Background: an optimization exercise with open tools, aiming at small area, a short achievable clock period and few clock cycles. Do not read the settings as production practice.
The RTL was checked by simulation tests, not by an equivalence proof against the original design.
Power is estimated from default activity; no workload was simulated.

Design eclog_core, start of the top module:
module eclog_core (
    input  wire        clk,
    input  wire        rst,
    input  wire        in_valid,
    input  wire [7:0]  in_data,
    output reg         in_ready,
    output reg         out_valid,
    output reg  [7:0]  out_data,
    input  wire        out_ready,
    output reg         mem_req,
    output reg         mem_we,
    output reg  [10:0] mem_addr,
    output reg  [7:0]  mem_wdata,
    input  wire        mem_ready,
    input  wire [7:0]  mem_rdata
);
    localparam [7:0] NL = 8'h0A;
    localparam [6:0] P_BOOT  = 7'd0;
    localparam [6:0] P_ENTRY = 7'd6;
    localparam [6:0] P_ADDR  = 7'd17;
    localparam [6:0] P_NOENT = 7'd37;
    localparam [6:0] P_INV   = 7'd65;
    localparam [6:0] P_FULL  = 7'd80;
    reg         e_msg;         
    reg         e_pay;         
    reg         e_hex;         
    reg         e_sel;         
    reg  [6:0]  ptr;
    reg  [5:0]  oslot;         
    reg  [5:0]  scan_slot;     
    reg         scan_done;     
    reg  [1:0]  sph;           
    reg  [15:0] crc;
    reg         wr_erase;
    reg         wr_probe;      
    reg  [5:0]  cursor;
    reg         boot;          
    reg  [3:0]  lst;           
    reg         disp;          
    reg         rs;            
  ...
Settings: LEC_CHECK=0, ABC_AREA=1, CAP_MARGIN=20, CORE_MARGIN=2, CORE_UTILIZATION=40, SETUP_SLACK_MARGIN=4.5, SLEW_MARGIN=20; clock period 7.0 ns.
run.sh (not shown) runs the stock make flow with config.mk's settings and CLKGATE_MAP_FILE= SYNTH_SCRIPT=/design/flow/synth_recipe.tcl, a recipe that flattens the netlist after the stock synthesis.
The starting point finished clean.
Testbench counts at the start, summed over its fixed seeds: cycles 45,479.
Then changed:
==> flow/flow/run.sh (new file) <==
#!/bin/bash
# The standard layout (standard.sh, synthesis unchanged), with the
# input and output ports buffered by sky130_fd_sc_hd__buf_2 instead of the
# delay-cell buffer ORFS picks by default. make's full output goes to
# standard.log; ORFS keeps each step's log under orfs/logs/.
set -euo pipefail
export BUFFER_PORTS_ARGS="-buffer_cell sky130_fd_sc_hd__buf_2"
bash standard.sh > standard.log 2>&1
==> flow/standard.sh (new file) <==
#!/bin/bash
# synth_recipe.tcl (not shown) runs the flow's synth.tcl, then flattens the netlist and writes it again
# the make line also repeats each setting of config.mk as NAME=value (left out here)
make -C /OpenROAD-flow-scripts/flow DESIGN_CONFIG=/design/flow/config.mk WORK_HOME=/design/flow/orfs CLKGATE_MAP_FILE= SYNTH_SCRIPT=/design/flow/synth_recipe.tcl "${@:-finish}"
--- a/flow/config.mk
+++ b/flow/config.mk
@@ -11,3 +11,3 @@
 export CORE_UTILIZATION = 40
-export SETUP_SLACK_MARGIN = 4.5
+export SETUP_SLACK_MARGIN = 4.3
 export SLEW_MARGIN = 20
removed: flow/run.sh
What happened:
- global-route usage decreases by 1.4 points
- first-iteration DRC count rises by 4.9%
- hold slack is about the same
- core utilization is lower by 5.4 points
- flip-flop and latch count stays the same
- synthesized area does not change
- cell count shrinks by 2.2%
- final area goes down by 10%
- sequential share of layout area grows by 1.9 points
- register-to-register slack is about the same
Then changed:
--- a/flow/config.mk
+++ b/flow/config.mk
@@ -10,3 +10,4 @@
 export CORE_MARGIN = 2
-export CORE_UTILIZATION = 40
+export CORE_UTILIZATION = 60
+export PLACE_DENSITY = 0.75
 export SETUP_SLACK_MARGIN = 4.3
Result: Synthesized area is unchanged; design area shrinks by 2.3%; cell count is lower by about 6%; via count rose by 1.2%; critical path depth rose by 3.
Then changed:
--- a/flow/config.mk
+++ b/flow/config.mk
@@ -10,5 +10,4 @@
 export CORE_MARGIN = 2
-export CORE_UTILIZATION = 60
-export PLACE_DENSITY = 0.75
-export SETUP_SLACK_MARGIN = 4.3
+export CORE_UTILIZATION = 40
+export SETUP_SLACK_MARGIN = 4.5
 export SLEW_MARGIN = 20
Result: Die area grows by 48%. Sequential share of layout area shrinks by 1.4 points. First-iteration DRC count grows by 5.2%. Setup slack gains 0.091 ns. Hold slack barely changes. Clock-buffer cell count is unchanged. Combinational power grows by about 10%. Total power grows by 4.4%. Routed wire length grows by about 7%. Cell area grows by about 8%. Final cell count grows by about 7%.
Then changed:
--- a/flow/config.mk
+++ b/flow/config.mk
@@ -7,7 +7,8 @@
 export LEC_CHECK = 0
-export ABC_AREA = 1
+export ABC_AREA = 0
 export CAP_MARGIN = 20
 export CORE_MARGIN = 2
-export CORE_UTILIZATION = 40
-export SETUP_SLACK_MARGIN = 4.5
+export CORE_UTILIZATION = 60
+export PLACE_DENSITY = 0.75
+export SETUP_SLACK_MARGIN = 4.3
 export SLEW_MARGIN = 20
Result: The new run passed the timing, design-rule and antenna checks. Wire length went down by 4.5%. Final area went down by 3.1%. Sequential power went up by about 7.5%. First-iteration DRC count went up by 38%. Final cell count went down by 18%. Sequential share of layout area went up by 0.50 points. Register-to-register slack loses 0.21 ns.
Then changed:
--- a/flow/config.mk
+++ b/flow/config.mk
@@ -7,3 +7,3 @@
 export LEC_CHECK = 0
-export ABC_AREA = 0
+export ABC_AREA = 1
 export CAP_MARGIN = 20
@@ -11,2 +11,3 @@
 export CORE_UTILIZATION = 60
+export GPL_TIMING_DRIVEN = 1
 export PLACE_DENSITY = 0.75
Result:
- The new run finished clean
- critical path depth rose by 12
- die area fell by about 2.1%
- cell area fell by about 4.4%
- non-clock buffer count fell by 35

## static timing again, ports no longer ideal
The flow's constraints put no driver on any port. The routed layouts listed below were extracted and timed again, unchanged, in two steps.
Step 1 sets driving cells, clkbuf_16 on the clock port and buf_2 on the other inputs (assumed; they add their load-dependent delay and slew).
Step 2 moves the port delays by t, midway between the first and last clock arrival at a register: inputs arrive t later, outputs are due t later. That takes back most of the time a late clock gives input paths.
Three values: no drivers, after step 1, after step 2; two values: the first two.
run	t, ns	setup slack, ns	latest minus earliest clock arrival (ns)
the first run	0.392	4.355 / 4.355 / 4.125	0.009 / 0.010
the second run	0.395	4.359 / 4.359 / 4.003	0.008 / 0.008
the third run	0.393	4.360 / 4.360 / 4.028	0.007 / 0.008
the fourth run	0.401	4.451 / 4.451 / 4.099	0.011 / 0.011
the fifth run	0.394	4.135 / 4.130 / 3.737	0.007 / 0.007
the sixth run	0.393	4.360 / 4.360 / 4.028	0.007 / 0.008
After both steps setup and hold are still met in every run listed. For the fifth run, which loses most, drivers alone change the setup slack by -0.005 ns; drivers and shift together by -0.398 ns.
